Background: an optimization exercise with open tools, aiming at small area. Do not read the settings as production practice.
The RTL was checked by simulation tests, not by an equivalence proof against the original design.
Power figures rest on the tool's default switching activity, not on a simulated workload.

==> config.mk <==
export PLATFORM = sky130hd
export DESIGN_NAME = midi_framer
export DESIGN_NICKNAME = midi_framer
export VERILOG_FILES = /design/flow/design.v
export SDC_FILE = /design/flow/constraint.sdc
export NUM_CORES = 4
export LEC_CHECK = 0
export CAP_MARGIN = 20
export CORE_MARGIN = 2
export CORE_UTILIZATION = 40
export PLACE_DENSITY = 0.6
export SLEW_MARGIN = 20
==> constraint.sdc <==
create_clock -name core_clock -period 10.0 [get_ports {clk}]
set_input_delay 2.0000 -clock core_clock [delete_from_list [all_inputs] [get_ports {clk}]]
set_output_delay 2.0000 -clock core_clock [all_outputs]
set_load 0.01 [all_outputs]
==> design.v <==
module midi_decoder #(
    parameter N_PORTS   = 8,
    parameter SYSEX_CAP = 16
) (
    input  wire                     clk,
    input  wire                     rst,
    input  wire                     dec_valid,
    input  wire                     dec_ctrl,
    input  wire [7:0]               dec_data,
    output reg                      ev_valid,
    output wire [2:0]               ev_cls,
    output wire [3:0]               ev_kind,
    output wire [7:0]               ev_status,
    output wire [3:0]               ev_chan,
    output wire [6:0]               ev_d1,
    output wire [6:0]               ev_d2,
    output wire                     ev_has_d2,
    output wire [13:0]              ev_val,
    output wire                     ev_eox,
    output wire [3:0]               ev_port,
    output wire [4:0]               ev_len,
    output wire [SYSEX_CAP*8-1:0]   ev_raw,
    output wire [7:0]               dstat
);
    reg       open;              
    reg [3:0] pos;               
    reg [6:0] s0;                
    reg [6:0] bq [1:15];         
    reg [2:0] port_q;            
    reg       st_trunc, st_abort, st_range;
    reg       rt;                
    reg [2:0] rt_lo;             
    reg       eox;               
    assign dstat = {5'b0, st_range, st_abort, st_trunc};
    wire [7:0] b       = dec_data;
    wire       step    = dec_valid && !dec_ctrl;
    wire       ctl     = dec_valid && dec_ctrl;
    wire       s_sx    = (s0 == 7'h70);
    wire       sx_open = open && s_sx;
    wire       s_cv    = (s0[6:4] != 3'b111);
    wire       s_cd    = (s0[6:5] == 2'b10);             
    wire       last    = s_cv ? (s_cd ? (pos == 4'd1) : (pos == 4'd2))
                              : ((s0[3:0] == 4'h2) ? (pos == 4'd2) : (pos == 4'd1));
    wire       p_one   = (b[6:0] == 7'h00) || (b[6:0] == 7'h7F);
    wire       p_in    = (b[6:4] == 3'b000) && (b[3] ? (b[2:0] == 3'b000) : (b[2:0] != 3'b000));
    wire       p_ok    = p_one || p_in;
    wire [2:0] p_new   = p_one ? 3'd1 : b[2:0];
    wire       is_rt   = step && (b[7:3] == 5'b11111);
    wire       is_st   = step && b[7] && !is_rt;                  
    wire       is_f7   = is_st && (b[6:0] == 7'h77);
    wire       is_f6   = is_st && (b[6:0] == 7'h76);
    wire       is_dat  = step && !b[7] && open;
    wire       dat_sx  = is_dat && s_sx;
    wire       sx_full = dat_sx && (pos == 4'd15);
    wire       fin     = is_dat && !s_sx && last;
    wire       fin_ps  = fin && (s0 == 7'h75);
    wire       ps_ok   = fin_ps && p_ok;
    wire       emit    = is_rt || (is_f7 && sx_open) || is_f6 || sx_full ||
                         (fin && !(fin_ps && !p_ok));
    integer i;
    always @(posedge clk) begin
        for (i = 1; i < 16; i = i + 1)
            if (pos == i)
                bq[i] <= b[6:0];
        if (is_st && !is_f7)
            s0 <= b[6:0];
        if (is_st && !is_f7 && !is_f6)
            pos <= 4'd1;
        else if (is_dat && !sx_full && !(is_f7))
            pos <= (fin) ? 4'd1 : pos + 4'd1;
        rt    <= is_rt;
        rt_lo <= b[2:0];
        eox   <= is_f7;
        if (rst) begin
            open     <= 1'b0;
            port_q   <= 3'd1;
            st_trunc <= 1'b0;
            st_abort <= 1'b0;
            st_range <= 1'b0;
            ev_valid <= 1'b0;
        end else begin
            ev_valid <= emit;
            if (ctl) begin
                case (b[2:0])
                    3'd0: begin
                        open     <= 1'b0;
                        port_q   <= 3'd1;
                        st_trunc <= 1'b0;
                        st_abort <= 1'b0;
                        st_range <= 1'b0;
                    end
                    3'd1: open <= 1'b0;
                    3'd2: port_q <= 3'd1;
                    3'd3: begin
                        st_trunc <= 1'b0;
                        st_abort <= 1'b0;
                        st_range <= 1'b0;
                    end
                    default: ;
                endcase
            end else begin
                if (is_st && sx_open && !is_f7)
                    st_abort <= 1'b1;
                if (is_st)
                    open <= !(is_f7 || is_f6);
                else if (sx_full || (fin && !s_cv))
                    open <= 1'b0;
                if (sx_full)
                    st_trunc <= 1'b1;
                if (fin_ps && !p_ok)
                    st_range <= 1'b1;
                if (ps_ok)
                    port_q <= p_new;
            end
        end
    end
    wire [6:0] st  = rt ? {4'b1111, rt_lo} : s0;
    wire       c_cv = (st[6:4] != 3'b111);
    wire       c_sx = (st == 7'h70);
    wire       c_ps = (st == 7'h75);
    wire       c_rt = (st[6:3] == 4'b1111);
    wire       c_f6 = (st == 7'h76);
    wire       c_cd = (st[6:5] == 2'b10);
    wire       c_f2 = (st == 7'h72);
    wire       c_val1 = (st == 7'h71) || (st == 7'h73) || (st == 7'h74);
    wire       c_pb = (st[6:4] == 3'b110) || c_f2;
    assign ev_status = {1'b1, st};
    assign ev_cls    = c_cv ? 3'd0 : c_sx ? 3'd3 : c_ps ? 3'd5 : c_rt ? 3'd2 : 3'd1;
    assign ev_kind   = c_cv ? {1'b1, st[6:4]} : c_sx ? 4'd0 : st[3:0];
    assign ev_chan   = c_cv ? st[3:0] : 4'd0;
    wire   has_d1    = !(c_sx || c_rt || c_f6);
    assign ev_has_d2 = (c_cv && !c_cd) || c_f2;
    assign ev_d1     = has_d1 ? bq[1] : 7'd0;
    assign ev_d2     = ev_has_d2 ? bq[2] : 7'd0;
    assign ev_val    = c_pb ? {~bq[2][6], bq[2][5:0], bq[1]} :
                       c_val1 ? {7'd0, bq[1]} : 14'd0;
    assign ev_eox    = c_sx && eox;
    assign ev_port   = {port_q == 3'd0, port_q};
    assign ev_len    = c_sx ? {1'b0, pos} + 5'd1 :
                       (c_rt || c_f6) ? 5'd1 :
                       ev_has_d2 ? 5'd3 : 5'd2;
    genvar g;
    assign ev_raw[7:0] = ev_status;
    generate
        for (g = 1; g < 16; g = g + 1) begin : g_raw
            assign ev_raw[g*8 +: 8] = {eox && (pos == g), bq[g]};
        end
    endgenerate
endmodule
module midi_encoder #(
    parameter N_PORTS = 8,
    parameter SX_MAX  = 16,
    parameter EXT_CC  = 1
) (
    input  wire                     clk,
    input  wire                     rst,
    input  wire                     enc_valid,
    input  wire                     enc_ctrl,
    input  wire [2:0]               enc_code,
    input  wire [2:0]               cmd_cls,
    input  wire [3:0]               cmd_kind,
    input  wire [3:0]               cmd_chan,
    input  wire [7:0]               cmd_d1,
    input  wire [7:0]               cmd_d2,
    input  wire [15:0]              cmd_val,
    input  wire [15:0]              cmd_param,
    input  wire [4:0]               cmd_port,
    input  wire [4:0]               cmd_sx_len,
    input  wire [SX_MAX*8-1:0]      cmd_sx_data,
    output reg  [4:0]               tx_len,
    output wire [(SX_MAX+2)*8-1:0]  tx_bytes,
    output wire [7:0]               estat
);
    localparam [2:0] CLS_CV = 3'd0, CLS_SC = 3'd1, CLS_RT = 3'd2, CLS_SX = 3'd3, CLS_X14 = 3'd4;
    reg [2:0] rs_k;         
    reg [3:0] rs_c;         
    reg [3:0] last_port;    
    reg       st_reject;
    reg       pfx_q;        
    reg       pfn_q;        
    reg [7:0] body_n [0:8];     
    reg [7:0] body_q [9:15];    
    integer i;
    assign estat = {7'b0, st_reject};
    reg sel_ok;
    always @(*) begin
        case (cmd_cls)
            CLS_CV:  sel_ok = cmd_kind[3] && (cmd_kind[2:0] != 3'b111);
            CLS_SC:  sel_ok = (cmd_kind == 4'h1 || cmd_kind == 4'h2 || cmd_kind == 4'h3 || cmd_kind == 4'h6);
            CLS_RT:  sel_ok = cmd_kind[3] && (cmd_kind[2:0] != 3'b101);
            CLS_SX:  sel_ok = (cmd_kind == 4'h0) && (!cmd_sx_len[4] || cmd_sx_len[3:0] == 4'h0);
            CLS_X14: sel_ok = (cmd_kind[3:2] == 2'b00) && (cmd_kind[1:0] != 2'b11) &&
                              (cmd_kind[1:0] != 2'b00 || cmd_param[15:5] == 11'd0);
            default: sel_ok = 1'b0;
        endcase
    end
    wire port_ok = (cmd_port[4:3] == 2'b00) ? (cmd_port[2:0] != 3'b000) : (cmd_port == 5'd8);
    wire accept  = sel_ok && port_ok;
    wire [6:0] w_lo = cmd_val[6:0];
    wire [6:0] w_hi = {~cmd_val[13], cmd_val[12:7]};
    wire [6:0] v_hi = cmd_val[13:7];
    wire [6:0] v_lo = cmd_val[6:0];
    wire [6:0] p_hi = cmd_param[13:7];
    wire [6:0] p_lo = cmd_param[6:0];
    wire pfx   = (last_port != cmd_port[3:0]);
    wire same  = !pfx && (rs_k == cmd_kind[2:0]) && (rs_c == cmd_chan);    
    wire c_sx  = cmd_cls[1] && cmd_cls[0];
    wire c_x   = cmd_cls[2];
    wire c_cv  = (cmd_cls == CLS_CV);
    wire c_sc  = !cmd_cls[1] && cmd_cls[0];
    wire k_one = (cmd_kind[2:1] == 2'b10);                                  
    wire x_cc  = !cmd_kind[1] && !cmd_kind[0];
    wire x_nr  = cmd_kind[0];
    wire omit  = c_cv && same;
    wire pb    = c_cv && (cmd_kind[2:0] == 3'b110);                       
    wire [7:0] stat = {1'b1, c_x ? 3'b011 : c_cv ? cmd_kind[2:0] : 3'b111,
                       (c_x || c_cv) ? cmd_chan : cmd_kind};
    wire ns    = !c_sx;
    wire s0_v  = ns && omit && pb;
    wire s0_d  = ns && omit && !pb;
    wire s0_s  = ns && !omit;
    wire s1_xc = ns && c_x && x_cc;
    wire s1_x1 = ns && c_x && !x_cc && x_nr;
    wire s1_x2 = ns && c_x && !x_cc && !x_nr;
    wire s1_wh = ns && !c_x && omit && pb;
    wire s1_d2 = ns && !c_x && omit && !pb;
    wire s1_vl = ns && !c_x && ((!omit && pb) || c_sc);
    wire s1_d1 = ns && !c_x && !omit && !pb && !c_sc;
    wire s2_vh = ns && c_x && x_cc;
    wire s2_ph = ns && c_x && !x_cc;
    wire s2_wh = ns && !c_x && (pb || c_sc);
    wire s2_d2 = ns && !c_x && !(pb || c_sc);
    wire s3_xc = ns && x_cc;
    wire s3_x1 = ns && !x_cc && x_nr;
    wire s3_x2 = ns && !x_cc && !x_nr;
    wire [7:0] sx [0:15];
    genvar g;
    generate
        for (g = 0; g < 16; g = g + 1) begin : g_sx
            assign sx[g] = cmd_sx_data[g*8 +: 8];
        end
    endgenerate
    wire [7:0] d1 = {1'b0, cmd_d1[6:0]};
    wire [7:0] d2 = {1'b0, cmd_d2[6:0]};
    wire [7:0] vl = {1'b0, v_lo};
    wire [7:0] vh = {1'b0, v_hi};
    wire [7:0] wh = {1'b0, w_hi};
    wire [7:0] pl = {1'b0, p_lo};
    wire [7:0] ph = {1'b0, p_hi};
    wire [7:0] pc = {3'b000, cmd_param[4:0]};
    reg [7:0] body [0:8];
    always @(*) begin
        body[0] = ({8{c_sx}} & sx[0]) | ({8{s0_v}} & vl) | ({8{s0_d}} & d1) | ({8{s0_s}} & stat);
        body[1] = ({8{c_sx}} & sx[1]) | ({8{s1_xc}} & pc) | ({8{s1_x1}} & 8'h63) | ({8{s1_x2}} & 8'h65) |
                  ({8{s1_wh}} & wh) | ({8{s1_d2}} & d2) | ({8{s1_vl}} & vl) | ({8{s1_d1}} & d1);
        body[2] = ({8{c_sx}} & sx[2]) | ({8{s2_vh}} & vh) | ({8{s2_ph}} & ph) | ({8{s2_wh}} & wh) |
                  ({8{s2_d2}} & d2);
        body[3] = ({8{c_sx}} & sx[3]) | ({8{s3_xc}} & (pc | 8'h20)) | ({8{s3_x1}} & 8'h62) |
                  ({8{s3_x2}} & 8'h64);
        body[4] = c_sx ? sx[4] : x_cc ? vl : pl;
        body[5] = c_sx ? sx[5] : 8'h06;
        body[6] = c_sx ? sx[6] : vh;
        body[7] = c_sx ? sx[7] : 8'h26;
        body[8] = c_sx ? sx[8] : vl;
    end
    reg [4:0] body_len;
    always @(*) begin
        case (cmd_cls)
            CLS_CV:  body_len = (k_one ? 5'd2 : 5'd3) - {4'd0, omit};
            CLS_SC:  body_len = cmd_kind[2] ? 5'd1 : (cmd_kind[1:0] == 2'b10) ? 5'd3 : 5'd2;
            CLS_RT:  body_len = 5'd1;
            CLS_SX:  body_len = cmd_sx_len;
            default: body_len = x_cc ? 5'd5 : 5'd9;
        endcase
    end
    wire go = enc_valid && !enc_ctrl && accept;
    always @(posedge clk) begin
        for (i = 0; i < 9; i = i + 1)
            body_n[i] <= ~body[i];
        for (i = 9; i < 16; i = i + 1)
            body_q[i] <= sx[i];
        pfx_q <= pfx;
        pfn_q <= !pfx;
        if (rst) begin
            rs_k      <= 3'b111;
            last_port <= 4'd0;
            st_reject <= 1'b0;
            tx_len    <= 5'd0;
        end else begin
            tx_len <= go ? body_len + (pfx ? 5'd2 : 5'd0) : 5'd0;
            if (enc_valid && enc_ctrl) begin
                case (enc_code)
                    3'd0: begin
                        rs_k      <= 3'b111;
                        last_port <= 4'd0;
                        st_reject <= 1'b0;
                    end
                    3'd1: begin
                        rs_k      <= 3'b111;
                        last_port <= 4'd0;
                    end
                    3'd2, 3'd3: last_port <= 4'd0;
                    3'd4: st_reject <= 1'b0;
                    default: ;
                endcase
            end else if (enc_valid) begin
                if (!accept)
                    st_reject <= 1'b1;
                else begin
                    last_port <= cmd_port[3:0];
                    case (cmd_cls)
                        CLS_CV:  begin rs_k <= cmd_kind[2:0]; rs_c <= cmd_chan; end
                        CLS_RT:  if (pfx) rs_k <= 3'b111;
                        CLS_X14: begin rs_k <= 3'b011; rs_c <= cmd_chan; end
                        default: rs_k <= 3'b111;
                    endcase
                end
            end
        end
    end
    wire [7:0] bo [0:15];
    generate
        for (g = 0; g < 16; g = g + 1) begin : g_bo
            if (g < 9) begin : g_inv
                assign bo[g] = ~body_n[g];
            end else begin : g_true
                assign bo[g] = body_q[g];
            end
        end
    endgenerate
    assign tx_bytes[7:0]   = ({8{pfx_q}} & 8'hF5) | ({8{pfn_q}} & bo[0]);
    assign tx_bytes[15:8]  = ({8{pfx_q}} & {4'h0, last_port}) | ({8{pfn_q}} & bo[1]);
    generate
        for (g = 2; g < 16; g = g + 1) begin : g_tx
            assign tx_bytes[g*8 +: 8] = ({8{pfx_q}} & bo[g-2]) | ({8{pfn_q}} & bo[g]);
        end
    endgenerate
    assign tx_bytes[135:128] = body_q[14];
    assign tx_bytes[143:136] = body_q[15];
endmodule
module midi_framer (
    input  wire         clk,
    input  wire         rst,
    input  wire         dec_valid,
    input  wire         dec_ctrl,
    input  wire [7:0]   dec_data,
    output wire         ev_valid,
    output wire [2:0]   ev_cls,
    output wire [3:0]   ev_kind,
    output wire [7:0]   ev_status,
    output wire [3:0]   ev_chan,
    output wire [6:0]   ev_d1,
    output wire [6:0]   ev_d2,
    output wire         ev_has_d2,
    output wire [13:0]  ev_val,
    output wire         ev_eox,
    output wire [3:0]   ev_port,
    output wire [4:0]   ev_len,
    output wire [127:0] ev_raw,
    output wire [7:0]   dstat,
    input  wire         enc_valid,
    input  wire         enc_ctrl,
    input  wire [2:0]   enc_code,
    input  wire [2:0]   cmd_cls,
    input  wire [3:0]   cmd_kind,
    input  wire [3:0]   cmd_chan,
    input  wire [7:0]   cmd_d1,
    input  wire [7:0]   cmd_d2,
    input  wire [15:0]  cmd_val,
    input  wire [15:0]  cmd_param,
    input  wire [4:0]   cmd_port,
    input  wire [4:0]   cmd_sx_len,
    input  wire [127:0] cmd_sx_data,
    output wire [4:0]   tx_len,
    output wire [143:0] tx_bytes,
    output wire [7:0]   estat
);
    midi_decoder #(.N_PORTS(8), .SYSEX_CAP(16)) u_dec (
        .clk(clk), .rst(rst),
        .dec_valid(dec_valid), .dec_ctrl(dec_ctrl), .dec_data(dec_data),
        .ev_valid(ev_valid), .ev_cls(ev_cls), .ev_kind(ev_kind), .ev_status(ev_status),
        .ev_chan(ev_chan), .ev_d1(ev_d1), .ev_d2(ev_d2), .ev_has_d2(ev_has_d2),
        .ev_val(ev_val), .ev_eox(ev_eox), .ev_port(ev_port), .ev_len(ev_len),
        .ev_raw(ev_raw), .dstat(dstat)
    );
    midi_encoder #(.N_PORTS(8), .SX_MAX(16), .EXT_CC(1)) u_enc (
        .clk(clk), .rst(rst),
        .enc_valid(enc_valid), .enc_ctrl(enc_ctrl), .enc_code(enc_code),
        .cmd_cls(cmd_cls), .cmd_kind(cmd_kind), .cmd_chan(cmd_chan),
        .cmd_d1(cmd_d1), .cmd_d2(cmd_d2), .cmd_val(cmd_val), .cmd_param(cmd_param),
        .cmd_port(cmd_port), .cmd_sx_len(cmd_sx_len), .cmd_sx_data(cmd_sx_data),
        .tx_len(tx_len), .tx_bytes(tx_bytes), .estat(estat)
    );
endmodule
==> flow/run.sh <==
#!/bin/bash
# Own layout flow: the standard flow (standard.sh, unchanged synthesis,
# floorplan, power grid and routing), with two changes to how the layout is made:
#  - every input and output port still gets its own buffer, but a 1x buffer
#    (sky130_fd_sc_hd__buf_1) instead of the larger cell buffer_ports picks;
#  - the clock tree uses clkbuf_8 buffers with larger sink clusters and no dummy
#    loads.
# ORFS writes each step's full log under orfs/logs/; make's own output goes to
# standard.log in this folder.
set -uo pipefail
export BUFFER_PORTS_ARGS="-buffer_cell sky130_fd_sc_hd__buf_1"
export CTS_ARGS="-sink_clustering_enable -repair_clock_nets -dont_use_dummy_load -buf_list sky130_fd_sc_hd__clkbuf_8 -sink_clustering_size 18 -sink_clustering_max_diameter 80"
bash standard.sh > standard.log 2>&1
==> standard.sh <==
#!/bin/bash
# synth_recipe.tcl (not shown) runs the flow's synth.tcl, then flattens the netlist and writes it again
# the make line also repeats each setting of config.mk as NAME=value (left out here)
make -C /OpenROAD-flow-scripts/flow DESIGN_CONFIG=/design/flow/config.mk WORK_HOME=/design/flow/orfs CLKGATE_MAP_FILE= SYNTH_SCRIPT=/design/flow/synth_recipe.tcl "${@:-finish}"
==> reports/metrics.cfg, run 1 <==
[placement]
place.gp.congestion = 0.961
dpl_worst_slack_ns = 4.77
portBuffers = 547
dp_hpwl_um = 35600

[drt]
viasPerCell = 5.34
dr.pass1.iters = 5
top_layer = met4
post-route-drc-count = 0
ant_nets = 0
wl_um = 45400
drtIter0Drc = 888
vias = 10100
wl_met2_um = 22900
avgRoutedWirePerCell_um = 24.0
wl_met3_um = 3320
wl_met1_um = 15600

[timing]
setup_viol = 0
fin_worst_skew_ns = 0.0228
hold_viol_final = 0
slew_headroom = 0.300
fin_crit_sh = 0.498
tightestPinTransition_ns = 1.05
grt_setup_unrepaired = false
max_freq_mhz = 201
finalWorstSetupSlack_ns = 5.02
drv_slew = 0
finalCriticalPeriod_ns = 4.98
final.setup.tns_ns = 0

[clocking]
hold_buffers = 0
cts.clk_slew.worst_paths_ns = 0.11
cts_buffers = 19
clock_latency_ns = 0.55
root_buffer = clkbuf_8
cts_max_path_buffers = 3
post_cts_buffers = 0
clock_sink_count = 276
htreeDepth = 1
cts_tree = built
cts_resized = 0

[yosys]
syn_avg_cell_area_um2 = 11.0
async_reset_ff_frac = 0
ys_ff_latch = 276
ys_types = 71
synth_edf_count = 116
syn_area_um2 = 11200
yosysSeqAreaShare = 0.599
yosys_most_used_dff = dfxtp_1
synth_warnings = 6
syn-instance-count = 1011

[grt]
grt_pass1_wl_um = 62700
grt_pass1_vias = 9313
grt_antenna_before_repair = 0
grt_max_degree = 79
gr-total-overflow = 0
grt_usage = 0.296

[power]
ir_worst_vdd_v = 0.000105
power_density_nw_per_um2 = 152
total_leakage_power_nw = 4.66

[layout]
drive_gt1_frac = 0.0449
area_delta_synth_final_pct = 22.7
nets = 1738
n_antenna_cell = 0

[floorplan]
die_w_um = 171
start_util = 0.404
core_area_um2 = 27600
fp.dieArea_um2 = 29200
rows = 61
fp.dieH_um = 171
ioPinCount = 566

[worst_setup_path]
cp_max_fo = 8
worstPathArrival_ns = 2.98
startpoint_type = flip-flop
rrSetupSlack_ns = 6.98
r2r_end = u_dec.port_q[2]
worstSetupPathType = flip-flop to output port
crit_path_end_kind = output port
cp_data_required_time_ns = 8.00
crit-reg2reg-launch = u_dec.pos[0]
reg2reg_depth = 8

[flow_run]
maxCapViolations = 0

[status]
status = timing/DRC/antenna clean

[min_path]
worstHoldPathType = flip-flop to flip-flop
min_to = u_enc.st_reject
hold_start = u_enc.st_reject
whs_path_depth = 2

cell usage in the layout (no fill, tap or decap), types with 6 or more instances in the layout:
| master | n |
|---|---|
| a21boi_0 | 7 |
| edfxtp_1 | 116 |
| or2_2 | 6 |
| or3_1 | 7 |
| ha_1 | 7 |
| a221oi_1 | 14 |
| mux2i_1 | 24 |
| clkbuf_8 | 19 |
| nor2_1 | 71 |
| nor4_1 | 9 |
| xnor2_1 | 13 |
| nor2b_1 | 17 |
| o22ai_1 | 57 |
| buf_1 | 547 |
| inv_1 | 17 |
| a222oi_1 | 9 |
| nand2_1 | 88 |
| xor2_1 | 6 |
| o21ai_0 | 47 |
| a22o_1 | 42 |
| nor3_1 | 11 |
| buf_4 | 15 |
| mux2_2 | 10 |
| a211oi_1 | 7 |
| a22oi_1 | 9 |
| nand2b_1 | 9 |
| dfxtp_1 | 158 |
| nand3_1 | 8 |
| a21oi_1 | 36 |
| and2_1 | 37 |
| conb_1 | 14 |
power by group:
part           switching [mW]  internal (mW)  total (mW)  leakage, nW
combinational           0.194          0.105       0.299         2.14
sequential             0.0395           1.22        1.26         2.39
clock                   0.347          0.172       0.519        0.137
worst max-delay path, stage by stage (launching register included):
cell and delay (ns):
edfxtp_1 0.52, or3_4 0.39, o21ai_0 0.15, nand2_1 0.09
nor3b_1 0.60, a21oi_1 0.28, nor2b_1 0.23, buf_1 0.17
through the flow:
| stage | utilization | instance area, um^2 | hold WS, ns | power, mW | std cells |
|---|---|---|---|---|---|
| 6_report | 0.495 | 13700 | 0.479 | 2.08 | 1893 |
| 5_1_grt | 0.495 | 13700 | 0.520 | 2.15 | 1893 |
| 4_1_cts | 0.495 | 13700 | 0.482 | 2.09 | 1893 |
| 3_5_place_dp | 0.486 | 13400 | 0.460 | 1.58 | 1874 |
| 3_3_place_gp | 0.485 | 13400 | 0.454 | 1.58 | 1874 |
| 2_1_floorplan | - | 11200 | 0.442 | 1.42 | 1023 |
registers in the layout (all words and copies together) (netlist names):
register         cells
u_dec.rt_lo          3
u_enc.rs_k           3
u_dec.ev_valid       1
u_dec.bq           105
u_dec.st_trunc       1
u_enc.rs_c           4
u_enc.body_n        72
u_enc.body_q        56
u_dec.eox            1
u_enc.st_reject      1
u_dec.port_q         3
u_enc.last_port      4
u_dec.rt             1
u_dec.st_abort       1
u_enc.pfx_q          1
u_dec.open           1
u_enc.tx_len         5
u_enc.pfn_q          1
u_dec.st_range       1
u_dec.pos            4
u_dec.s0             7
how the worst max path moves through the flow:
stage / start / end / slack (ns) / depth (start not counted)
detailed placement: cmd_cls[1] / u_enc.rs_c[1] / 4.77 / 8
finish: u_dec.s0[2] / ev_val[6] / 5.02 / 7
global route: u_dec.s0[2] / ev_val[6] / 4.70 / 7
global placement: cmd_cls[1] / u_enc.rs_c[3] / 4.86 / 8
CTS: u_enc.pfx_q / tx_bytes[38] / 4.94 / 4
floorplan: cmd_kind[1] / u_enc.tx_len[3] / 5.78 / 13
layer usage:
layer,up-vias,global-route usage
met1,4805,0.319
met2,553,0.528
met5,-,0
met3,98,0.0516
met4,0,0.202
li1,4658,-
kinds of logic (layout without fill, tap and decap cells):
kind of cell               after synthesis  count (layout)  synth area share
and+or+nand+nor                        299             299             0.135
DFF                                    276             276             0.599
AOI/OAI and AO/OA                      263             263             0.162
buffers and inverters                  109             601            0.0462
muxes                                   36              36            0.0337
xor gates and xnor gates                19              19            0.0149
adders and majority gates                7               7           0.00785
other                                    2              14          0.000673
synth_stat cells (all sizes together) (12+ instances only):
cell type | count | area share
nor2 | 71 | 0.024
buf | 35 | 0.021
a22o | 42 | 0.033
nor3 | 14 | 0.0063
a21oi | 37 | 0.017
nand2 | 88 | 0.030
edfxtp | 116 | 0.31
dfxtp | 160 | 0.29
nor2b | 17 | 0.0095
and2 | 38 | 0.021
mux2 | 12 | 0.012
clkbuf | 54 | 0.018
a221oi | 14 | 0.011
mux2i | 24 | 0.022
inv | 19 | 0.0064
o21ai | 50 | 0.022
o22ai | 57 | 0.032
xnor2 | 13 | 0.010
cell type report:
| cell class | instances | area, um^2 |
|---|---|---|
| clock buffer | 19 | 262 |
| fill | 2669 | 13900 |
| inverter | 20 | 75.1 |
| multi-input combinational | 638 | 4020 |
| sequential | 276 | 6690 |
| tap | 378 | 473 |
| timing repair buffer | 562 | 2170 |
==> run 2, diff against run 1 <==
--- a/flow/run.sh
+++ b/flow/run.sh
@@ -5,3 +5,3 @@
 #    (sky130_fd_sc_hd__buf_1) instead of the larger cell buffer_ports picks;
-#  - the clock tree uses clkbuf_8 buffers with larger sink clusters and no dummy
+#  - the clock tree uses clkbuf_16 buffers with larger sink clusters and no dummy
 #    loads.
@@ -11,3 +11,3 @@
 export BUFFER_PORTS_ARGS="-buffer_cell sky130_fd_sc_hd__buf_1"
-export CTS_ARGS="-sink_clustering_enable -repair_clock_nets -dont_use_dummy_load -buf_list sky130_fd_sc_hd__clkbuf_8 -sink_clustering_size 18 -sink_clustering_max_diameter 80"
+export CTS_ARGS="-sink_clustering_enable -repair_clock_nets -dont_use_dummy_load -buf_list sky130_fd_sc_hd__clkbuf_16 -sink_clustering_size 30 -sink_clustering_max_diameter 120"
 bash standard.sh > standard.log 2>&1
==> run 2 against run 1 <==
Hold slack better by 0.00095 ns. Final cell count shrank 0.32%. Largest power group unchanged. First-iteration DRC count grew 6.0%. Maximum frequency rose by 1.3%. Critical endpoint unchanged. Critical path depth stayed put. Sequential cell count did not move. Still clean. Global-route usage fell by 0.16 points. Sequential share of layout area down 0.23 points.
==> reports/metrics.cfg, run 2 <==
[yosys]
synth_largest_area_cell = edfxtp_1
synth_edf_count = 116  ; unchanged
yosys_most_used_dff = dfxtp_1
syn_area_um2 = 11200  ; unchanged
yosysMostFrequentCell = dfxtp_1
synthTopCellsByCount = dfxtp_1, edfxtp_1, nand2_1
synth.area.top_cells = edfxtp_1, dfxtp_1, a22o_1, o22ai_1, nand2_1
ys_types = 71  ; unchanged
synth_warnings = 6  ; unchanged
syn_avg_cell_area_um2 = 11.0  ; unchanged
synth.top_cell.area_share = 0.312  ; unchanged
syn-instance-count = 1011  ; unchanged
async_reset_ff_frac = 0  ; unchanged
ys_ff_latch = 276  ; unchanged
yosysSeqAreaShare = 0.599  ; unchanged

[floorplan]
rows = 61  ; unchanged
die_w_um = 171  ; unchanged
core_area_um2 = 27600  ; unchanged
start_util = 0.404  ; unchanged
ioPinCount = 566  ; unchanged
fp.dieArea_um2 = 29200  ; unchanged
fp.dieH_um = 171  ; unchanged

[power]
power_density_nw_per_um2 = 155  ; +2.1%
total_leakage_power_nw = 4.69  ; +0.51%
ir_worst_vdd_v = 0.000115  ; +9.5%

[timing]
setup_viol = 0  ; unchanged
fin_worst_skew_ns = 0.0552  ; +0.0324 ns
tightestPinTransition_ns = 1.04  ; -0.0107 ns
fin_crit_sh = 0.491  ; -0.00652
hold_viol_final = 0  ; unchanged
max_freq_mhz = 204  ; +1.3%
drv_slew = 0  ; unchanged
final.setup.tns_ns = 0  ; unchanged
grt_setup_unrepaired = false
slew_headroom = 0.307  ; +0.00714
finalCriticalPeriod_ns = 4.91  ; -0.0652 ns

[min_path]
whs_path_depth = 2  ; unchanged
worstHoldPathType = flip-flop to flip-flop

[drt]
viasPerCell = 5.35  ; about the same
avgRoutedWirePerCell_um = 23.9  ; about the same
ant_nets = 0  ; unchanged
post-route-drc-count = 0  ; unchanged
vias = 10100  ; -0.27%
drtIter0Drc = 941  ; +6.0%
dr.pass1.iters = 5  ; unchanged
wl_um = 45200  ; -0.40%

[clocking]
post_cts_buffers = 0  ; unchanged
cts_tree = built
clock_latency_ns = 0.50  ; -0.05 ns
root_buffer = clkbuf_16
cts.clk_slew.worst_paths_ns = 0.11  ; about the same
cts_max_path_buffers = 3  ; unchanged
clock_sink_count = 276  ; unchanged
cts_resized = 0  ; unchanged
htreeDepth = 1  ; unchanged
hold_buffers = 0  ; unchanged
cts_buffers = 13  ; -6

[status]
status = timing/DRC/antenna clean

[grt]
use_met1 = 0.316  ; -0.00267
grt_pass1_vias = 9242  ; -0.76%
gr-total-overflow = 0  ; unchanged
grt_antenna_before_repair = 0  ; unchanged
gr-max-usage-layer = met2
grt_usage = 0.294  ; -0.00165
grt_max_degree = 79  ; unchanged
grt_use_met2 = 0.534  ; +0.00596
grtUsageMet3 = 0.0509  ; -0.000694
grt_pass1_wl_um = 62300  ; -0.58%

[worst_setup_path]
cp_data_required_time_ns = 8.00  ; about the same
worstSetupPathType = flip-flop to output port
r2r_end = u_dec.port_q[2]
crit_path_end_kind = output port
cp-endpoint = ev_val[6]
cp_max_fo = 8  ; unchanged
crit-reg2reg-launch = u_dec.pos[0]
crit_start = u_dec.s0[2]
rrSetupSlack_ns = 6.98  ; about the same
reg2reg_depth = 8  ; unchanged
startpoint_type = flip-flop
worstPathArrival_ns = 2.91  ; -0.07 ns

[layout]
area_delta_synth_final_pct = 23.3
finalNonFillerCells = 1887  ; -0.32%
reg_top3 = u_dec.bq: 105 flops, u_enc.body_n: 72 flops, u_enc.body_q: 56 flops
final_common_cell = buf_1
n_antenna_cell = 0  ; unchanged
nets = 1732  ; -0.35%
final_cell_mix = buf_1, dfxtp_1, edfxtp_1
nFillCells = 2653  ; -0.60%
drive_gt1_frac = 0.0411  ; -0.00380
top_register = u_dec.bq
largest_reg_flops = 105  ; unchanged

[placement]
place.gp.congestion = 0.961  ; unchanged
dp_hpwl_um = 35600  ; unchanged
placed_cells = 1874  ; unchanged
portBuffers = 547  ; unchanged

[flow_run]
maxCapViolations = 0  ; unchanged

-- run 2: cell counts after synthesis --
No cell type changed its count.
-- run 2: where the power goes --
part           internal [mW]  leakage, nW  switching, mW
Clock                  0.236        0.160          0.338
Combinational          0.105         2.14          0.193
Sequential              1.22         2.39         0.0394
-- run 2: cell type report --
type                            instances  area [um^2]  area share
Timing Repair Buffer                  562         2170       0.158
Sequential cell                       276         6690       0.487
Inverter                               20         75.1     0.00546
Multi-Input combinational cell        638         4020       0.292
Tap cell                              378          473      0.0344
Clock buffer                           13          325      0.0237
-- run 2: critical path: stages (launching register included) --
cell and delay [ns]:
edfxtp_1 0.52, or3_4 0.39, o21ai_0 0.15, nand2_1 0.09, nor3b_1 0.60, a21oi_1 0.29, nor2b_1 0.23, buf_1 0.17
-- run 2: cells by family (layout without fill, tap and decap cells) --
| logic type | count (synthesis) | after routing | share of synthesized area |
|---|---|---|---|
| mux | 36 | 36 | 0.0337 |
| fa+ha+maj | 7 | 7 | 0.00785 |
| xor+xnor | 19 | 19 | 0.0149 |
| compound gates | 263 | 263 | 0.162 |
| other cells | 2 | 14 | 0.000673 |
| simple gates | 299 | 299 | 0.135 |
| buf+inv | 109 | 595 | 0.0462 |
| flops | 276 | 276 | 0.599 |
-- run 2: how the worst min path moves through the flow --
stage                      endpoint            start  slack [ns]
floorplan            u_dec.st_trunc   u_dec.st_trunc        0.44
global placement     u_dec.st_trunc   u_dec.st_trunc        0.45
detailed placement   u_dec.st_trunc   u_dec.st_trunc        0.46
CTS                 u_enc.st_reject  u_enc.st_reject        0.48
global route         u_dec.st_abort   u_dec.st_abort        0.52
finish              u_enc.st_reject  u_enc.st_reject        0.48
-- run 2: layer usage --
layer,vias up,share of wire
li1,4648,-
met5,-,0
met1,4798,0.34
met2,547,0.51
met3,94,0.078
met4,0,0.070
-- run 2: stage by stage --
| stage | utilization | total power [mW] | setup slack, ns | hold WS [ns] | cell area, um^2 |
|---|---|---|---|---|---|
| after floorplan | - | 1.42 | 5.78 | 0.442 | 11200 |
| after global placement | 0.485 | 1.58 | 4.86 | 0.454 | 13400 |
| after detailed placement | 0.486 | 1.58 | 4.77 | 0.460 | 13400 |
| after CTS | 0.497 | 2.15 | 5.02 | 0.481 | 13700 |
| after global routing | 0.498 | 2.21 | 4.79 | 0.520 | 13700 |
| final | 0.498 | 2.13 | 5.09 | 0.480 | 13700 |
==> run 3, diff against run 2 <==
==> flow/run.sh (replaced) <==
#!/bin/bash
# Own layout flow: the standard flow (standard.sh: the standard synthesis,
# floorplan, power grid, placement, routing), with these changes to how the
# layout is made:
#  - every input and output port still gets its own buffer, but a 1x buffer
#    (sky130_fd_sc_hd__buf_1) instead of the larger cell buffer_ports picks;
#  - the clock tree uses small clock buffers in small sink clusters and no
#    dummy loads;
#  - constant outputs keep the tie cells synthesis gave them (no tie fanout
#    repair);
#  - after global routing, cells off the critical paths are downsized
#    (repair_timing -recover_power).
# ORFS writes each step's full log under orfs/logs/; make's own output goes to
# standard.log in this folder.
set -uo pipefail
export BUFFER_PORTS_ARGS="-buffer_cell sky130_fd_sc_hd__buf_1"
export CTS_ARGS="-sink_clustering_enable -repair_clock_nets -dont_use_dummy_load -buf_list sky130_fd_sc_hd__clkbuf_4 -sink_clustering_size 10 -sink_clustering_max_diameter 60"
export SKIP_REPAIR_TIE_FANOUT=1
export RECOVER_POWER=100
bash standard.sh > standard.log 2>&1
==> run 3 against run 2 <==
The layout now fails its checks (max-capacitance violations, max-slew violations). Sequential cell count did not move. Non-clock buffer count rose by 4. Highest routed layer unchanged. Largest power group unchanged. Critical path type is now input port to flip-flop. Largest cell class unchanged. Utilization fell by 0.56 points. Synthesized area did not move.
==> reports/metrics.cfg, run 3 <==
[min_path]
worstHoldPathType = flip-flop to flip-flop
whs_path_depth = 2  ; unchanged

[timing]
finalCriticalPeriod_ns = 7.18  ; +2.27 ns
fin_crit_sh = 0.718  ; +0.227
max_freq_mhz = 139  ; -32%
fin_worst_skew_ns = 0.0603  ; +0.00507 ns
hold_ws_ns = 0.487  ; +0.00692 ns
setup_viol = 0  ; unchanged
final.setup.tns_ns = 0  ; unchanged
slew_headroom = -1.64  ; -1.95
grt_setup_unrepaired = false
drv_slew = 182  ; +182
tightestPinTransition_ns = 3.96  ; +2.93 ns
hold_viol_final = 0  ; unchanged

[layout]
drive_gt1_frac = 0.0414  ; +0.000279
area_delta_synth_final_pct = 21.9
largest_reg_flops = 105  ; unchanged
finalNonFillerCells = 1905  ; +0.95%
final_common_cell = buf_1
reg_top3 = u_dec.bq: 105 flops, u_enc.body_n: 72 flops, u_enc.body_q: 56 flops
nets = 1746  ; +0.81%
top_register = u_dec.bq
stdcell_area_um2 = 13600  ; -1.1%
nFillCells = 2705  ; +2.0%
final_cell_mix = buf_1, dfxtp_1, edfxtp_1

[worst_setup_path]
worstPathArrival_ns = 7.44  ; +4.53 ns
crit_path_end_kind = flip-flop
reg2reg_depth = 8  ; unchanged
cp_max_fo = 78  ; +70
cp_data_required_time_ns = 10.26  ; +2.26 ns
startpoint_type = input port
worstSetupPathType = input port to flip-flop

[yosys]
synth_edf_count = 116  ; unchanged
synthMuxAreaShare = 0.0337  ; unchanged
yosysSeqAreaShare = 0.599  ; unchanged
yosys_most_used_dff = dfxtp_1
syn_avg_cell_area_um2 = 11.0  ; unchanged
synth_warnings = 6  ; unchanged
yosysMostFrequentCell = dfxtp_1
synth.area.top_cells = edfxtp_1, dfxtp_1, a22o_1, o22ai_1, nand2_1
synth-compound-area-share = 0.162  ; unchanged
syn-instance-count = 1011  ; unchanged
synthTopCellsByCount = dfxtp_1, edfxtp_1, nand2_1
ys_ff_latch = 276  ; unchanged
synth_top_family_by_area = compound AO/OA/AOI/OAI gates
synth_simple_gate_area_frac = 0.135  ; unchanged
ys_types = 71  ; unchanged
syn_area_um2 = 11200  ; unchanged
synth.top_cell.area_share = 0.312  ; unchanged
synthXorXnorAreaFrac = 0.0149  ; unchanged
synth_largest_area_cell = edfxtp_1
synthAdderAreaFrac = 0.00785  ; unchanged
async_reset_ff_frac = 0  ; unchanged

[grt]
grt_use_met2 = 0.534  ; about the same
grtUsageMet3 = 0.0564  ; +0.00555
grt_pass1_vias = 9494  ; +2.7%
gr-max-usage-layer = met2
grt_antenna_before_repair = 4  ; +4
use_met1 = 0.328  ; +0.0117
grt_pass1_wl_um = 63200  ; +1.3%
grt_max_degree = 79  ; unchanged
gr-total-overflow = 0  ; unchanged
grt_usage = 0.300  ; +0.00594

[power]
ir_worst_vdd_v = 0.0000870  ; -24%
netSwitchingPower_uw = 592  ; +3.6%
clkPwrFrac = 0.249  ; -0.021
power_density_nw_per_um2 = 153  ; -1.4%
p_sw_frac = 0.285  ; +0.0168
seq_power_share = 0.605  ; +0.015
p_int_mw = 1.49  ; -4.7%
p_comb_frac = 0.145  ; +0.005
total_power_mw = 2.08  ; -2.5%
total_leakage_power_nw = 4.58  ; -2.2%

[placement]
placed_area_um2 = 13400  ; -0.15%
portBuffers = 547  ; unchanged
dp_hpwl_um = 36000  ; +0.95%
place.gp.congestion = 0.980  ; +2.0%
placed_cells = 1866  ; -0.43%

[floorplan]
fp.dieH_um = 171  ; unchanged
ioPinCount = 566  ; unchanged
die_w_um = 171  ; unchanged
start_util = 0.404  ; unchanged
core_area_um2 = 27600  ; unchanged
rows = 61  ; unchanged
fp.dieArea_um2 = 29200  ; unchanged

[clocking]
root_buffer = clkbuf_4
clock_sink_count = 276  ; unchanged
cts_resized = 0  ; unchanged
cts_buffers = 35  ; +22
cts_max_path_buffers = 3  ; unchanged
hold_buffers = 0  ; unchanged
cts_tree = built
cts.clk_slew.worst_paths_ns = 0.10  ; about the same
post_cts_buffers = 0  ; unchanged
htreeDepth = 2  ; +1
clock_latency_ns = 0.64  ; +0.14 ns

[drt]
dr.pass1.iters = 7  ; +2
wl_um = 45900  ; +1.6%
drtIter0Drc = 912  ; -3.1%
post-route-drc-count = 0  ; unchanged
avgRoutedWirePerCell_um = 24.1  ; +0.63%
ant_nets = 0  ; unchanged
vias = 10200  ; +1.5%
viasPerCell = 5.38  ; +0.56%

[status]
so_faults = max-capacitance violations, max-slew violations
status = finished with violations

[flow_run]
maxCapViolations = 3  ; +3

run 3: cell count changes in the layout (fill, tap and decap cells not counted), moves of 9 or more:
cell and change:
and2_0 +33, and2_1 -33, buf_1 -14, buf_4 -9, clkbuf_1 +27, clkbuf_16 -13
clkbuf_4 +35, conb_1 -12
run 3: cells by family after synthesis:
kind of cell,after synthesis
AND/OR/NAND/NOR,299
adder cells (fa/ha/maj),7
multiplexers,36
XOR/XNOR,19
other,2
buffers and inverters,109
AO/OA/AOI/OAI,263
flip-flops,276
run 3: metrics by stage:
stage | setup WS, ns | util
after floorplan | 5.78 | -
after global placement | 5.15 | 0.485
after detailed placement | 5.15 | 0.485
after CTS | 4.99 | 0.494
after global routing | 2.50 | 0.492
final | 2.82 | 0.492
run 3: layer usage:
| metal | share of wire | wire [um] |
|---|---|---|
| met5 | 0 | 0 |
| met4 | 0.070 | 3210 |
| met3 | 0.069 | 3150 |
| met2 | 0.50 | 23000 |
| met1 | 0.36 | 16600 |
run 3: power groups by stage:
stage	registers, mW	logic (mW)	clock network (mW)
finish	1.26	0.302	0.518
global route	1.26	0.325	0.576
CTS	1.26	0.304	0.535
detailed placement	1.28	0.302	0
global placement	1.28	0.303	0
floorplan	1.27	0.154	0
run 3: final timing paths:
check                       start         endpoint  slack [ns]
setup / recovery       cmd_cls[0]    u_enc.rs_c[1]        2.82
hold / removal    u_enc.st_reject  u_enc.st_reject        0.49
setup reg to reg     u_dec.pos[0]  u_dec.port_q[2]        5.98
hold reg to reg   u_enc.st_reject  u_enc.st_reject        0.49
run 3: critical path: stages:
cell and delay, ns:
buf_1 0.07, clkbuf_1 0.87, and2_2 0.28, clkbuf_1 2.76, nand4_1 0.20, o211a_1 0.34
a21oi_2 0.34, nand2b_1 0.22, nor2_1 0.33
run 3: final cells by class:
class / instances / area, um^2 / share of cell area
antenna: 4 / 10.0 / 0.000736
clock buffer: 35 / 263 / 0.0193
inverter: 20 / 75.1 / 0.00552
multi-input combinational: 626 / 3940 / 0.290
sequential: 276 / 6690 / 0.492
tap: 378 / 473 / 0.0348
timing repair buffer: 566 / 2150 / 0.158
==> run 4, diff against run 3 <==
--- a/flow/run.sh
+++ b/flow/run.sh
@@ -16,3 +16,3 @@
 export BUFFER_PORTS_ARGS="-buffer_cell sky130_fd_sc_hd__buf_1"
-export CTS_ARGS="-sink_clustering_enable -repair_clock_nets -dont_use_dummy_load -buf_list sky130_fd_sc_hd__clkbuf_4 -sink_clustering_size 10 -sink_clustering_max_diameter 60"
+export CTS_ARGS="-sink_clustering_enable -repair_clock_nets -dont_use_dummy_load -buf_list sky130_fd_sc_hd__clkbuf_8 -sink_clustering_size 18 -sink_clustering_max_diameter 80"
 export SKIP_REPAIR_TIE_FANOUT=1
==> run 4 against run 3 <==
Critical path depth stayed put. Power hardly changed. Highest routed layer unchanged. Maximum frequency is 0.96% lower. Non-clock buffer count stayed put. First-iteration DRC count is 0.11% higher. Final cell count is 0.89% lower. Global-route usage is 0.31 points lower. Cell area is 0.12% higher. Critical endpoint is now u_enc.rs_c[2]. Largest cell class unchanged. Sequential share of layout area hardly changed. Worst setup slack worse by 0.069 ns. The layout still fails its checks (max-capacitance violations, max-slew violations).
==> reports/metrics.cfg, run 4 <==
[layout]
final_core_util = 0.493  ; +0.000588
final_common_cell = buf_1
drive_gt1_frac = 0.0332  ; -0.00819
top_register = u_dec.bq
nets = 1730  ; -0.92%
reg_top3 = u_dec.bq: 105 flops, u_enc.body_n: 72 flops, u_enc.body_q: 56 flops
nFillCells = 2686  ; -0.70%
final_cell_mix = buf_1, dfxtp_1, edfxtp_1
largest_reg_flops = 105  ; unchanged
area_delta_synth_final_pct = 22.0

[power]
p_int_mw = 1.50  ; +0.67%
clkPwrFrac = 0.248  ; about the same
p_sw_frac = 0.279  ; -0.00546
ir_worst_vdd_v = 0.000101  ; +16%
p_comb_frac = 0.146  ; about the same
netSwitchingPower_uw = 580  ; -2.0%
total_leakage_power_nw = 4.56  ; -0.43%
seq_power_share = 0.606  ; about the same
power_density_nw_per_um2 = 152  ; -0.21%

[placement]
dp_hpwl_um = 36000  ; unchanged
portBuffers = 547  ; unchanged
place.gp.congestion = 0.980  ; unchanged

[status]
status = finished with violations
so_faults = max-capacitance violations, max-slew violations

[worst_setup_path]
cp_max_fo = 78  ; unchanged
path_common_cell = clkbuf_1
crit_start = cmd_cls[0]
crit-reg2reg-launch = u_dec.pos[0]
crit_chain = buf_1 -> clkbuf_1 -> and2_2 -> clkbuf_1 -> nand4_1 -> o211a_1 -> a21oi_2 -> nand2b_1 -> nor2_1
slowest_stage = clkbuf_1
startpoint_type = input port
worstPathArrival_ns = 7.45  ; about the same
slowest_delay_ns = 2.76  ; about the same
crit_path_end_kind = flip-flop
worstSetupPathType = input port to flip-flop
cp_data_required_time_ns = 10.20  ; -0.06 ns

[yosys]
syn_area_um2 = 11200  ; unchanged
synth.top_cell.area_share = 0.312  ; unchanged
yosysMostFrequentCell = dfxtp_1
ys_ff_latch = 276  ; unchanged
synth_edf_count = 116  ; unchanged
synth_largest_area_cell = edfxtp_1
syn_avg_cell_area_um2 = 11.0  ; unchanged
yosysSeqAreaShare = 0.599  ; unchanged
synth_warnings = 6  ; unchanged
synthTopCellsByCount = dfxtp_1, edfxtp_1, nand2_1
syn-instance-count = 1011  ; unchanged
synth.area.top_cells = edfxtp_1, dfxtp_1, a22o_1, o22ai_1, nand2_1
async_reset_ff_frac = 0  ; unchanged
ys_types = 71  ; unchanged
yosys_most_used_dff = dfxtp_1

[grt]
grt_max_degree = 79  ; unchanged
grt_pass1_wl_um = 62700  ; -0.68%
grt_pass1_vias = 9419  ; -0.79%
gr-total-overflow = 0  ; unchanged
grt_antenna_before_repair = 4  ; unchanged
grt_usage = 0.297  ; -0.00309

[clocking]
root_buffer = clkbuf_8
cts_max_path_buffers = 3  ; unchanged
hold_buffers = 0  ; unchanged
cts_tree = built
cts_buffers = 19  ; -46%
cts.clk_slew.worst_paths_ns = 0.09  ; about the same
htreeDepth = 1  ; -1
clock_latency_ns = 0.54  ; -0.10 ns
post_cts_buffers = 0  ; unchanged
cts_resized = 0  ; unchanged
clock_sink_count = 276  ; unchanged

[floorplan]
ioPinCount = 566  ; unchanged
rows = 61  ; unchanged
die_w_um = 171  ; unchanged
start_util = 0.404  ; unchanged
core_area_um2 = 27600  ; unchanged
fp.dieArea_um2 = 29200  ; unchanged
fp.dieH_um = 171  ; unchanged

[timing]
fin_crit_sh = 0.725  ; +0.00692
fin_worst_skew_ns = 0.0240  ; -0.0362 ns
grt_setup_unrepaired = false
finalCriticalPeriod_ns = 7.25  ; +0.0692 ns
setup_viol = 0  ; unchanged
drv_slew = 137  ; -25%
slew_headroom = -1.64  ; +0.00431
tightestPinTransition_ns = 3.96  ; -0.00646 ns
final.setup.tns_ns = 0  ; unchanged
hold_viol_final = 0  ; unchanged
max_freq_mhz = 138  ; -0.96%

[drt]
post-route-drc-count = 0  ; unchanged
dr.pass1.iters = 7  ; unchanged
drtIter0Drc = 913  ; +0.11%
viasPerCell = 5.38  ; about the same
wl_um = 45800  ; -0.26%
avgRoutedWirePerCell_um = 24.3  ; +0.64%
vias = 10200  ; -0.87%
ant_nets = 0  ; unchanged

[flow_run]
maxCapViolations = 2  ; -1

[min_path]
worstHoldPathType = flip-flop to flip-flop
hold_start = u_enc.st_reject

run 4: cell counts after synthesis:
Identical to the previous run, type by type.
run 4: worst max-delay path: cells and delay by family:
family | cells | cell delay [ns]
buffers and inverters | 3 | 3.71
AND/OR/NAND/NOR | 4 | 1.03
AO/OA/AOI/OAI | 2 | 0.68
run 4: final cells by class:
class,instances,area [um^2],area share
inverters,20,75.1,0.00552
multi-input cells,626,3950,0.290
diodes,3,7.51,0.000552
flip-flops and latches,276,6690,0.491
repair buffers,566,2150,0.158
clock buffers,19,262,0.0192
well taps,378,473,0.0347
run 4: path summary, 6_finish.rpt:
path,slack (ns),end,depth (start not counted)
min,0.49,u_enc.st_reject,2
max reg2reg,6.47,u_dec.port_q[2],8
min reg2reg,0.49,u_enc.st_reject,2
max,2.75,u_enc.rs_c[2],9
run 4: power by group through the flow:
stage | logic [mW] | clock network, mW | registers [mW]
6_report | 0.303 | 0.515 | 1.26
5_1_grt | 0.325 | 0.568 | 1.26
4_1_cts | 0.304 | 0.530 | 1.26
3_5_place_dp | 0.302 | 0 | 1.28
3_3_place_gp | 0.303 | 0 | 1.28
2_1_floorplan | 0.154 | 0 | 1.27
run 4: cells by family after synthesis:
group,Yosys count,share of synthesized area
fa+ha+maj,7,0.00785
mux,36,0.0337
xor+xnor,19,0.0149
simple gates,299,0.135
compound gates,263,0.162
buf+inv,109,0.0462
flops,276,0.599
other cells,2,0.000673
run 4: layer usage:
layer  share of wire  vias to the layer above  global-route usage
met5               0                        -                   0
met4           0.064                        0               0.169
met3           0.072                       84              0.0534
met2            0.51                      514               0.539
met1            0.36                     4905               0.325
li1                -                     4648                   -
run 4: per-stage QoR:
stage,hold WS [ns],setup WS [ns],std cells,power (mW),cell area (um^2)
final,0.487,2.75,1888,2.08,13600
after global routing,0.519,2.42,1885,2.15,13600
after CTS,0.492,5.06,1885,2.09,13700
after detailed placement,0.465,5.15,1866,1.58,13400
after global placement,0.459,5.15,1866,1.58,13400
after floorplan,0.442,5.78,1011,1.42,11200
==> run 5, diff against run 4 <==
==> flow/run.sh (replaced) <==
#!/bin/bash
# Own layout flow: the standard flow (standard.sh: the standard synthesis,
# floorplan, power grid, placement, routing), with these changes to how the
# layout is made:
#  - every input and output port still gets its own buffer, but a 1x buffer
#    (sky130_fd_sc_hd__buf_1) instead of the larger cell buffer_ports picks;
#  - the clock tree uses small clock buffers (clkbuf_4) in small sink clusters
#    and no dummy loads;
#  - constant outputs keep the tie cells synthesis gave them (no tie fanout
#    repair).
# ORFS writes each step's full log under orfs/logs/; make's own output goes to
# standard.log in this folder.
set -uo pipefail
export BUFFER_PORTS_ARGS="-buffer_cell sky130_fd_sc_hd__buf_1"
export CTS_ARGS="-sink_clustering_enable -repair_clock_nets -dont_use_dummy_load -buf_list sky130_fd_sc_hd__clkbuf_4 -sink_clustering_size 10 -sink_clustering_max_diameter 60"
export SKIP_REPAIR_TIE_FANOUT=1
bash standard.sh > standard.log 2>&1
==> run 5 against run 4 <==
Now clean on timing, DRC and antenna. Combinational power barely moved. Power up 0.29%. Wire length increased by 0.42%. Sequential cell count unchanged. Via count is 0.87% higher. Sequential share of layout area shrank 0.23 points. Final cell count up 0.90%. Clock power up 1%. Largest power group unchanged.
==> reports/metrics.cfg, run 5 <==
[drt]
wl_um = 46000  ; +0.42%
ant_nets = 0  ; unchanged
post-route-drc-count = 0  ; unchanged
viasPerCell = 5.37  ; about the same
vias = 10200  ; +0.87%
avgRoutedWirePerCell_um = 24.1  ; -0.47%
drtIter0Drc = 973  ; +6.6%
dr.pass1.iters = 6  ; -1

[timing]
tightestPinTransition_ns = 1.03  ; -2.92 ns
grt_setup_unrepaired = false
drv_slew = 0  ; -100%
setup_viol = 0  ; unchanged
slew_headroom = 0.307  ; +1.95
final.setup.tns_ns = 0  ; unchanged
fin_crit_sh = 0.494  ; -0.231
hold_viol_final = 0  ; unchanged
finalCriticalPeriod_ns = 4.94  ; -2.31 ns
max_freq_mhz = 203  ; +47%
fin_worst_skew_ns = 0.0631  ; +0.0390 ns

[yosys]
async_reset_ff_frac = 0  ; unchanged
ys_types = 71  ; unchanged
synth_largest_area_cell = edfxtp_1
yosys_most_used_dff = dfxtp_1
synth_warnings = 6  ; unchanged
yosysMostFrequentCell = dfxtp_1
synthTopCellsByCount = dfxtp_1, edfxtp_1, nand2_1
syn_avg_cell_area_um2 = 11.0  ; unchanged
syn-instance-count = 1011  ; unchanged
syn_area_um2 = 11200  ; unchanged
yosysSeqAreaShare = 0.599  ; unchanged
ys_ff_latch = 276  ; unchanged
synth.area.top_cells = edfxtp_1, dfxtp_1, a22o_1, o22ai_1, nand2_1
synth_edf_count = 116  ; unchanged
synth.top_cell.area_share = 0.312  ; unchanged

[grt]
grt_max_degree = 79  ; unchanged
gr-total-overflow = 0  ; unchanged
grt_pass1_wl_um = 63200  ; +0.68%
grt_usage = 0.300  ; +0.00309
grt_pass1_vias = 9494  ; +0.80%
grt_antenna_before_repair = 4  ; unchanged

[floorplan]
ioPinCount = 566  ; unchanged
start_util = 0.404  ; unchanged
die_w_um = 171  ; unchanged
core_area_um2 = 27600  ; unchanged
fp.dieArea_um2 = 29200  ; unchanged
rows = 61  ; unchanged
fp.dieH_um = 171  ; unchanged

[clocking]
hold_buffers = 0  ; unchanged
cts.clk_slew.worst_paths_ns = 0.10  ; about the same
root_buffer = clkbuf_4
htreeDepth = 2  ; +1
cts_max_path_buffers = 3  ; unchanged
post_cts_buffers = 0  ; unchanged
cts_resized = 0  ; unchanged
cts_tree = built
clock_latency_ns = 0.65  ; +0.11 ns
cts_buffers = 35  ; +16
clock_sink_count = 276  ; unchanged

[worst_setup_path]
startpoint_type = flip-flop
cp_data_required_time_ns = 8.00  ; -2.20 ns
worstSetupPathType = flip-flop to output port
cp_max_fo = 8  ; -90%
crit_path_end_kind = output port
worstPathArrival_ns = 2.94  ; -4.51 ns

[layout]
nFillCells = 2696  ; +0.37%
nets = 1746  ; +0.92%
drive_gt1_frac = 0.0571  ; +0.0239
top_register = u_dec.bq
multiInputGateArea_um2 = 3970  ; +0.38%
seq_area_um2 = 6690  ; unchanged
reg_top3 = u_dec.bq: 105 flops, u_enc.body_n: 72 flops, u_enc.body_q: 56 flops
final_cell_mix = buf_1, dfxtp_1, edfxtp_1
area_delta_synth_final_pct = 22.6
largest_reg_flops = 105  ; unchanged
final_common_cell = buf_1

[placement]
portBuffers = 547  ; unchanged
place.gp.congestion = 0.980  ; unchanged
dp_hpwl_um = 36000  ; unchanged

[status]
status = timing/DRC/antenna clean

[power]
clkPwrFrac = 0.250  ; +0.002
netSwitchingPower_uw = 595  ; +2.6%
p_int_mw = 1.49  ; -0.60%
p_sw_frac = 0.286  ; +0.00637
p_comb_frac = 0.146  ; about the same
seq_power_share = 0.604  ; -0.002
power_density_nw_per_um2 = 152  ; -0.18%
total_power_mw = 2.08  ; +0.29%
ir_worst_vdd_v = 0.0000873  ; -13%
total_leakage_power_nw = 4.67  ; +2.3%

[min_path]
worstHoldPathType = flip-flop to flip-flop

[flow_run]
maxCapViolations = 0  ; -2

## run 5: cell count changes in the layout (fill, tap and decap cells not counted), sizes merged
cell and change:
buf +27, clkbuf -11, diode +1
## run 5: critical path, stage by stage (launching register included)
cell      delay (ns)
edfxtp_1        0.51
or3_4           0.39
o21ai_0         0.15
nand2_1         0.08
nor3b_1         0.58
a21oi_1         0.27
nor2b_1         0.19
buf_1           0.16
## run 5: path summary, 6_finish.rpt
kind / from / endpoint / slack [ns] / cells after the start
setup reg to reg: u_dec.pos[0] / u_dec.port_q[2] / 6.94 / 8
hold reg to reg: u_enc.st_reject / u_enc.st_reject / 0.49 / 2
hold / removal: u_enc.st_reject / u_enc.st_reject / 0.49 / 2
setup / recovery: u_dec.s0[2] / ev_val[2] / 5.06 / 7
## run 5: layer usage
layer | wire length (um) | global-route usage | part of all wire
met5 | 0 | 0 | 0
met4 | 3140 | 0.190 | 0.068
met3 | 3190 | 0.0564 | 0.069
met2 | 23100 | 0.534 | 0.50
met1 | 16500 | 0.328 | 0.36
## run 5: kinds of logic (layout without fill, tap and decap cells)
group           after synthesis  in the layout  synth area share
other cells                   2              6          0.000673
simple gates                299            299             0.135
flops                       276            276             0.599
fa+ha+maj                     7              7           0.00785
mux                          36             36            0.0337
xor+xnor                     19             19            0.0149
compound gates              263            263             0.162
buf+inv                     109            621            0.0462
## run 5: power groups by stage
stage / clock network [mW] / registers (mW) / logic (mW)
after floorplan: 0 / 1.27 / 0.154
after global placement: 0 / 1.28 / 0.303
after detailed placement: 0 / 1.28 / 0.302
after CTS: 0.535 / 1.26 / 0.304
after global routing: 0.576 / 1.26 / 0.327
final: 0.521 / 1.26 / 0.304
## run 5: cell type report
class                      instances  area share
timing repair buffer             566       0.161
clock buffer                      35      0.0192
antenna                            4    0.000732
sequential                       276       0.489
inverter                          20     0.00549
tap                              378      0.0346
multi-input combinational        626       0.290
## run 5: through the flow
stage | util | instances | instance area [um^2] | setup slack [ns] | hold WS (ns)
floorplan | - | 1011 | 11200 | 5.78 | 0.442
global placement | 0.485 | 1866 | 13400 | 5.15 | 0.459
detailed placement | 0.485 | 1866 | 13400 | 5.15 | 0.465
CTS | 0.494 | 1901 | 13700 | 4.99 | 0.490
global route | 0.495 | 1902 | 13700 | 4.70 | 0.519
finish | 0.495 | 1905 | 13700 | 5.06 | 0.487
==> run 6, diff against run 5 <==
--- a/design.v
+++ b/design.v
@@ -37,8 +37,9 @@
     wire       ctl     = dec_valid && dec_ctrl;
-    wire       s_sx    = (s0 == 7'h70);
+    wire       s_sys   = (s0[6:4] == 3'b111);
+    wire       s_sx    = s_sys && (s0[2:0] == 3'b000);
     wire       sx_open = open && s_sx;
-    wire       s_cv    = (s0[6:4] != 3'b111);
+    wire       s_cv    = !s_sys;
     wire       s_cd    = (s0[6:5] == 2'b10);             
     wire       last    = s_cv ? (s_cd ? (pos == 4'd1) : (pos == 4'd2))
-                              : ((s0[3:0] == 4'h2) ? (pos == 4'd2) : (pos == 4'd1));
+                              : ((s0[2:0] == 3'b010) ? (pos == 4'd2) : (pos == 4'd1));
     wire       p_one   = (b[6:0] == 7'h00) || (b[6:0] == 7'h7F);
@@ -55,3 +56,3 @@
     wire       fin     = is_dat && !s_sx && last;
-    wire       fin_ps  = fin && (s0 == 7'h75);
+    wire       fin_ps  = fin && s_sys && (s0[2:0] == 3'b101);
     wire       ps_ok   = fin_ps && p_ok;
@@ -116,12 +117,13 @@
     end
-    wire [6:0] st  = rt ? {4'b1111, rt_lo} : s0;
-    wire       c_cv = (st[6:4] != 3'b111);
-    wire       c_sx = (st == 7'h70);
-    wire       c_ps = (st == 7'h75);
-    wire       c_rt = (st[6:3] == 4'b1111);
-    wire       c_f6 = (st == 7'h76);
-    wire       c_cd = (st[6:5] == 2'b10);
-    wire       c_f2 = (st == 7'h72);
-    wire       c_val1 = (st == 7'h71) || (st == 7'h73) || (st == 7'h74);
-    wire       c_pb = (st[6:4] == 3'b110) || c_f2;
+    wire [6:0] st   = rt ? {4'b1111, rt_lo} : s0;
+    wire       c_sys = (s0[6:4] == 3'b111);
+    wire       c_rt = rt;
+    wire       c_cv = !rt && !c_sys;
+    wire       c_sx = !rt && c_sys && (s0[2:0] == 3'b000);
+    wire       c_ps = !rt && c_sys && (s0[2:0] == 3'b101);
+    wire       c_f6 = !rt && c_sys && (s0[2:1] == 2'b11);
+    wire       c_cd = !rt && (s0[6:5] == 2'b10);
+    wire       c_f2 = !rt && c_sys && (s0[2:0] == 3'b010);
+    wire       c_val1 = !rt && c_sys && ((s0[2:0] == 3'b001) || (s0[2:0] == 3'b011) || (s0[2:0] == 3'b100));
+    wire       c_pb = !rt && ((s0[6:4] == 3'b110) || (c_sys && (s0[2:0] == 3'b010)));
     assign ev_status = {1'b1, st};
==> run 6 against run 5 <==
Still clean. Clock power is 1% higher. Sequential power hardly changed. Combinational power is 2% lower. Critical path depth is 3 lower. Non-clock buffer count is 5 lower. Power is 0.15% lower. Synthesized cell count is 2.8% higher. Count of clock-buffer cells in the layout stayed put. Synthesized area is 0.49% higher. Worst setup slack worse by 0.33 ns. Clock skew is 0.025 ns higher. Utilization is 0.25 points lower. Critical path type unchanged. Critical endpoint is now tx_bytes[11].
==> reports/metrics.cfg, run 6 <==
[power]
seq_power_share = 0.604  ; about the same
power_density_nw_per_um2 = 152  ; about the same
clkPwrFrac = 0.253  ; +0.003
p_sw_frac = 0.288  ; +0.00220
p_comb_frac = 0.143  ; -0.003
netSwitchingPower_uw = 598  ; +0.62%

[worst_setup_path]
cp_max_fo = 57  ; +49
r2r_end = u_enc.tx_len[3]
slowest_delay_ns = 1.07  ; +0.49 ns
crit_path_end_kind = output port
crit_chain = inv_2 -> buf_4 -> o21ai_0 -> buf_1
startpoint_type = flip-flop
rrSetupSlack_ns = 7.01  ; +0.07 ns
crit_start = u_enc.pfn_q

[floorplan]
core_area_um2 = 27700  ; +0.28%
start_util = 0.405  ; +0.000875
rows = 61  ; unchanged
fp.dieArea_um2 = 29400  ; +0.48%
die_w_um = 171  ; +0.24%

[layout]
multiInputGateArea_um2 = 4000  ; +0.82%
reg_top3 = u_dec.bq: 105 flops, u_enc.body_n: 72 flops, u_enc.body_q: 56 flops
finalNonFillerCells = 1923  ; +0.94%
nFillCells = 2740  ; +1.6%
seq_area_um2 = 6690  ; about the same
final_cell_mix = buf_1, dfxtp_1, nand2_1
top_register = u_dec.bq
drive_gt1_frac = 0.0499  ; -0.00725

[flow_run]
maxCapViolations = 0  ; unchanged

[grt]
grt_pass1_wl_um = 64300  ; +1.7%
grt_antenna_before_repair = 1  ; -3
grt_pass1_vias = 9769  ; +2.9%
gr-total-overflow = 0  ; unchanged

[timing]
final.setup.tns_ns = 0  ; unchanged
setup_viol = 0  ; unchanged
hold_viol_final = 0  ; unchanged
max_freq_mhz = 190  ; -6.3%
fin_crit_sh = 0.527  ; +0.0334
drv_slew = 0  ; unchanged
grt_setup_unrepaired = false
fin_worst_skew_ns = 0.0878  ; +0.0247 ns
tightestPinTransition_ns = 1.11  ; +0.0810 ns

[drt]
viasPerCell = 5.41  ; +0.59%
wl_um = 46500  ; +1.1%
drtIter0Drc = 880  ; -9.6%
post-route-drc-count = 0  ; unchanged
avgRoutedWirePerCell_um = 24.2  ; +0.19%
dr.pass1.iters = 7  ; +1
vias = 10400  ; +1.5%
ant_nets = 0  ; unchanged

[clocking]
clock_latency_ns = 0.68  ; +0.03 ns
clock_sink_count = 276  ; unchanged
cts_tree = built
cts.clk_slew.worst_paths_ns = 0.12  ; +0.02 ns
post_cts_buffers = 0  ; unchanged
cts_resized = 0  ; unchanged

[yosys]
synth_largest_area_cell = edfxtp_1
synth.area.top_cells = edfxtp_1, dfxtp_1, nand2_1, a22o_1, o22ai_1
yosysSeqAreaShare = 0.596  ; -0.00294
yosys_most_used_dff = dfxtp_1
syn-instance-count = 1039  ; +2.8%
synth_edf_count = 116  ; unchanged
synth.top_cell.area_share = 0.311  ; -0.00153
async_reset_ff_frac = 0  ; unchanged
synthTopCellsByCount = dfxtp_1, nand2_1, edfxtp_1

[placement]
place.gp.congestion = 0.959  ; -2.1%
placed_cells = 1887  ; +1.1%
portBuffers = 547  ; unchanged
dp_hpwl_um = 36500  ; +1.5%

[status]
status = timing/DRC/antenna clean

[min_path]
worstHoldPathType = flip-flop to flip-flop

[run 6: changes by cell type after synthesis, sizes merged, moves of 8 or more]
cell	delta
mux2	-8
nand3	+12
nand2	+30
and2	+9
nor2b	-10
clkbuf	-14
nor3	+10
buf	+16
[run 6: cell families (layout without fill, tap and decap cells)]
kind of cell / count (synthesis) / in the layout / synth area share
AO/OA/AOI/OAI: 264 / 264 / 0.160
XOR/XNOR: 18 / 18 / 0.0141
adder cells (fa/ha/maj): 7 / 7 / 0.00781
buffers and inverters: 106 / 611 / 0.0471
flip-flops: 276 / 276 / 0.596
multiplexers: 25 / 25 / 0.0228
other: 2 / 3 / 0.000670
AND/OR/NAND/NOR: 341 / 341 / 0.151
[run 6: worst max-delay path, delay by kind of cell (launching register included)]
family	cells	cell delay, ns
buffers and inverters	3	1.00
DFF	1	1.07
AOI/OAI and AO/OA	1	0.47
[run 6: worst min-delay path by stage]
stage / from / endpoint / slack, ns / depth (start not counted)
global route: u_enc.st_reject / u_enc.st_reject / 0.50 / 2
global placement: u_dec.st_range / u_dec.st_range / 0.46 / 2
CTS: u_enc.st_reject / u_enc.st_reject / 0.48 / 2
finish: u_dec.st_range / u_dec.st_range / 0.48 / 2
floorplan: u_dec.st_range / u_dec.st_range / 0.44 / 2
detailed placement: u_enc.st_reject / u_enc.st_reject / 0.47 / 2
[run 6: metal layers]
layer  part of all wire  global-route usage  vias up
met4              0.059               0.162        0
li1                   -                   -     4756
met2               0.51               0.556      550
met3              0.075              0.0630       87
met1               0.35               0.330     5004
met5                  0                   0        -
[run 6: power by group through the flow]
stage               Combinational, mW  Clock [mW]  Sequential (mW)
floorplan                       0.153           0             1.26
global placement                0.296           0             1.28
detailed placement              0.296           0             1.28
CTS                             0.298       0.539             1.25
global route                    0.319       0.581             1.26
finish                          0.298       0.526             1.25
[run 6: through the flow]
stage	power (mW)	hold WS, ns	worst slack (ns)	util	area (um^2)
after CTS	2.09	0.483	4.74	0.492	13600
final	2.08	0.477	4.73	0.492	13600
after global placement	1.58	0.460	4.90	0.483	13400
after floorplan	1.42	0.435	5.73	-	11200
after global routing	2.16	0.498	4.53	0.492	13600
after detailed placement	1.58	0.465	4.82	0.483	13400
[run 6: final cells by class]
cell class / instances / area share
inverter: 15 / 0.00413
sequential: 276 / 0.490
multi-input combinational: 657 / 0.293
tap: 378 / 0.0347
antenna: 1 / 0.000183
timing repair buffer: 561 / 0.158
clock buffer: 35 / 0.0193

Re-timed with assumed drivers on the ports (clkbuf_16 on the clock, buf_2 on other inputs), run 6 has 4.683 ns of setup slack against 4.729 ns with ideal ports, and 4.724 ns once port delays also move by the mid clock arrival of 0.658 ns.
